This design comes from an exercise in tuning for small area, a short achievable clock period and few clock cycles per item on the open sky130 flow, not from production work. Only simulation tests tie the RTL to the original design; equivalence was not proved.

// hsl_conv
module hsl_conv (
    input  wire       clk,
    input  wire       rst,
    input  wire       in_valid,
    output wire       in_ready,
    input  wire [7:0] in_r,
    input  wire [7:0] in_g,
    input  wire [7:0] in_b,
    output reg        out_valid,
    output reg  [8:0] out_hue,
    output reg  [9:0] out_sat,
    output reg  [9:0] out_light
);
    localparam [11:0] CUT = 12'b000010000101;    
    assign in_ready = 1'b1;
    reg       v0;
    reg [7:0] r0, g0, b0;
    always @(posedge clk) begin
        if (rst) v0 <= 1'b0;
        else     v0 <= in_valid;
        r0 <= in_r;
        g0 <= in_g;
        b0 <= in_b;
    end
    wire        v_a   [0:11], v   [0:11];
    wire [8:0]  s_a   [0:0],  s   [0:0];     
    wire [1:0]  lf_a  [1:11], lf  [1:11];    
    wire [7:0]  d_a   [0:1],  d   [0:1];
    wire [7:0]  e_a   [0:1],  e   [0:1];
    wire [2:0]  sec_a [0:6],  sec [0:6];     
    wire [7:0]  sR_a  [1:11], sR  [1:11];    
    wire [9:0]  sNQ_a [1:11], sNQ [1:11];    
    wire [7:0]  sD_a  [1:11], sD  [1:11];    
    wire [7:0]  hR_a  [1:6],  hR  [1:6];
    wire [5:0]  hNQ_a [1:6],  hNQ [1:6];
    wire [7:0]  hD_a  [1:6],  hD  [1:6];
    wire [8:0]  hue_a [7:11], hue [7:11];    
    function [8:0] add8(input [7:0] a, input [7:0] b, input ci);
        integer i;
        reg c;
        begin
            c = ci;
            for (i = 0; i < 8; i = i + 1) begin
                add8[i] = a[i] ^ b[i] ^ c;
                c = (a[i] & b[i]) | ((a[i] | b[i]) & c);
            end
            add8[8] = c;
        end
    endfunction
    function ge8(input [7:0] a, input [7:0] b);
        integer i;
        reg bw;
        begin
            bw = 1'b0;
            for (i = 0; i < 8; i = i + 1)
                bw = (~a[i] & b[i]) | ((~a[i] | b[i]) & bw);
            ge8 = ~bw;
        end
    endfunction
    wire rg = ge8(r0, g0);
  ...
Size: about 1,700 cells after synthesis, ~0.012 mm² of cells after synthesis.
export LEC_CHECK = 0
export ABC_AREA = 1
export CAP_MARGIN = 20
export CORE_MARGIN = 2
export CORE_UTILIZATION = 40
export CTS_BUF_LIST = sky130_fd_sc_hd__clkbuf_8
export SLEW_MARGIN = 20
create_clock -name core_clock -period 35.0 [get_ports {clk}]
run.sh (not shown) runs the stock make flow with config.mk's settings and CLKGATE_MAP_FILE= SYNTH_SCRIPT=/design/flow/synth_recipe.tcl, a recipe that flattens the netlist after the stock synthesis.
Testbench counts at the start, summed over its fixed seeds: cycles 8,040, items 8,000.
==> next run, changes <==
==> flow/flow/run.sh (new file) <==
#!/bin/bash
# The standard layout (the standard.sh: ORFS synthesis through finish)
# with three changes in how it is made:
#  - ABC maps the logic with flow/abc_area.script (area-oriented mapping
#    without ABC's own buffering and gate sizing) instead of ORFS's
#    abc_area.script; ORFS's scripts are copied and only that file replaced;
#  - the port buffers ORFS inserts at global placement are buf_2 cells
#    instead of the default delay-cell buffers;
#  - clock tree synthesis runs with ORFS's own arguments plus
#    -dont_use_dummy_load (no dummy load cells for balancing) and a
#    clkbuf_16 root buffer.
set -euo pipefail
here=$(pwd)
rm -rf "$here/orfs_scripts"
cp -r "$FLOW_HOME/scripts" "$here/orfs_scripts"
cp "$here/flow/abc_area.script" "$here/orfs_scripts/abc_area.script"
bash standard.sh SCRIPTS_DIR="$here/orfs_scripts" \
    BUFFER_PORTS_ARGS="-buffer_cell sky130_fd_sc_hd__buf_2" \
    CTS_ARGS="-sink_clustering_enable -repair_clock_nets -root_buf sky130_fd_sc_hd__clkbuf_16 -buf_list sky130_fd_sc_hd__clkbuf_8 -dont_use_dummy_load" \
    finish > make_finish.log 2>&1
==> flow/flow/abc_area.script (new file) <==
strash
dch
map -B 0.5
topo
stime -c
==> flow/standard.sh (new file) <==
#!/bin/bash
# synth_recipe.tcl (not shown) runs the flow's synth.tcl, then flattens the netlist and writes it again
# the make line also repeats each setting of config.mk as NAME=value (left out here)
make -C /OpenROAD-flow-scripts/flow DESIGN_CONFIG=/design/flow/config.mk WORK_HOME=/design/flow/orfs CLKGATE_MAP_FILE= SYNTH_SCRIPT=/design/flow/synth_recipe.tcl "${@:-finish}"
removed: flow/run.sh
=> Die area goes down by about 5%; fmax is higher by 6.2%; core utilization is about the same; cell area decreases by about 6%; clock-buffer cell count decreases by 3; global-route usage went down by 0.49 points.
==> next run, changes <==
--- a/flow/flow/run.sh
+++ b/flow/flow/run.sh
@@ -9,4 +9,3 @@
 #  - clock tree synthesis runs with ORFS's own arguments plus
-#    -dont_use_dummy_load (no dummy load cells for balancing) and a
-#    clkbuf_16 root buffer.
+#    -dont_use_dummy_load (no dummy load cells for balancing).
 set -euo pipefail
@@ -18,3 +17,3 @@
     BUFFER_PORTS_ARGS="-buffer_cell sky130_fd_sc_hd__buf_2" \
-    CTS_ARGS="-sink_clustering_enable -repair_clock_nets -root_buf sky130_fd_sc_hd__clkbuf_16 -buf_list sky130_fd_sc_hd__clkbuf_8 -dont_use_dummy_load" \
+    CTS_ARGS="-sink_clustering_enable -repair_clock_nets -buf_list sky130_fd_sc_hd__clkbuf_8 -dont_use_dummy_load" \
     finish > make_finish.log 2>&1
Cell count is unchanged.
Global-route usage hardly moves.
Worst setup slack is worse by 0.076 ns.
Synthesized cell count is unchanged.
Clock skew is about the same.
Critical path depth stays the same.
Wire length barely changes.
First-iteration DRC count climbs by 7.6%.
==> next run, changes <==
==> flow/flow/run.sh (replaced) <==
#!/bin/bash
# The standard layout (the standard.sh: ORFS synthesis through finish)
# with these changes in how it is made:
#  - ABC maps the logic with flow/abc_area.script (area-oriented mapping
#    without ABC's own buffering and gate sizing) instead of ORFS's
#    abc_area.script;
#  - every port still gets a buffer at global placement, but inputs get
#    buf_1 cells and outputs buf_2 cells instead of the default delay-cell
#    buffers (global_place.tcl calls buffer_ports once for each side);
#  - clock tree synthesis runs with ORFS's own arguments plus a clkbuf_16
#    root buffer and -dont_use_dummy_load (no dummy load cells).
# ORFS's scripts are copied into this folder and only those two files
# changed; the copy is used as SCRIPTS_DIR.
set -euo pipefail
here=$(pwd)
rm -rf "$here/orfs_scripts"
cp -r "$FLOW_HOME/scripts" "$here/orfs_scripts"
cp "$here/flow/abc_area.script" "$here/orfs_scripts/abc_area.script"
sed -i 's|^\( *\)buffer_ports {\*}\[env_var_or_empty BUFFER_PORTS_ARGS\]$|\1buffer_ports -inputs -buffer_cell sky130_fd_sc_hd__buf_1\n\1buffer_ports -outputs -buffer_cell sky130_fd_sc_hd__buf_2|' \
    "$here/orfs_scripts/global_place.tcl"
grep -q 'buffer_ports -outputs -buffer_cell' "$here/orfs_scripts/global_place.tcl"
bash standard.sh SCRIPTS_DIR="$here/orfs_scripts" \
    CTS_ARGS="-sink_clustering_enable -repair_clock_nets -root_buf sky130_fd_sc_hd__clkbuf_16 -buf_list sky130_fd_sc_hd__clkbuf_8 -dont_use_dummy_load" \
    finish > make_finish.log 2>&1
==> flow/flow/abc_area.script (replaced) <==
strash
dch
map -B 0.7
topo
stime -c
Outcome:
- setup slack is better by 0.068 ns
- global-route usage is higher by 0.83 points
- die area is higher by 0.85%
- core utilization is lower by 0.65 points
- clock skew is lower by 0.0047 ns
==> next run, changes <==
==> flow/flow/abc_area.script (replaced) <==
strash
dch
map -B 0.5
topo
stime -c
After rerunning: Die area fell by 0.84%. Design area is lower by 0.86%. Worst setup slack is better by 0.0067 ns. Synthesized cell count fell by 3.8%. Wire length shrinks by 3.4%. Clock-buffer cell count is unchanged.
==> next run, changes <==
--- a/flow/flow/run.sh
+++ b/flow/flow/run.sh
@@ -22,3 +22,3 @@
 bash standard.sh SCRIPTS_DIR="$here/orfs_scripts" \
-    CTS_ARGS="-sink_clustering_enable -repair_clock_nets -root_buf sky130_fd_sc_hd__clkbuf_16 -buf_list sky130_fd_sc_hd__clkbuf_8 -dont_use_dummy_load" \
+    CTS_ARGS="-sink_clustering_enable -repair_clock_nets -root_buf sky130_fd_sc_hd__clkbuf_16 -buf_list sky130_fd_sc_hd__clkbuf_8 -dont_use_dummy_load -sink_clustering_size 30 -sink_clustering_max_diameter 200 -sink_buffer_max_cap_derate 1.0" \
     finish > make_finish.log 2>&1
What happened:
- setup slack does not change
- count of clock-buffer cells in the layout does not change
- cell area does not change
- area after synthesis does not change

==> afterwards: timing with drivers on the ports <==
The results above use ideal ports. As a check the final layouts listed here were re-extracted and re-timed, cells and wires unchanged.
Step 1 assumes that a clkbuf_16 drives the clock port and a buf_2 every other input.
Step 2, shift: input delay + t, output delay - t, t = (earliest + latest rising clock arrival at the registers) / 2. This alone moves slack from input paths to output paths.
a / b / c = ideal / step 1 / step 2; a / b = the first two.
run | t, ns | slack for setup (ns) | worst data-port slew with drivers (ns)
the first run | 0.498 | 26.693 / 26.651 / 27.149 | 0.03
the second run | 0.418 | 27.176 / 27.126 / 27.502 | 0.03
the third run | 0.488 | 27.100 / 27.056 / 27.525 | 0.03
the fourth run | 0.422 | 27.168 / 27.117 / 27.339 | 0.03
the fifth run | 0.416 | 27.175 / 27.124 / 27.501 | 0.03
the sixth run | 0.416 | 27.175 / 27.124 / 27.501 | 0.03
After both steps every run listed still meets setup and hold.
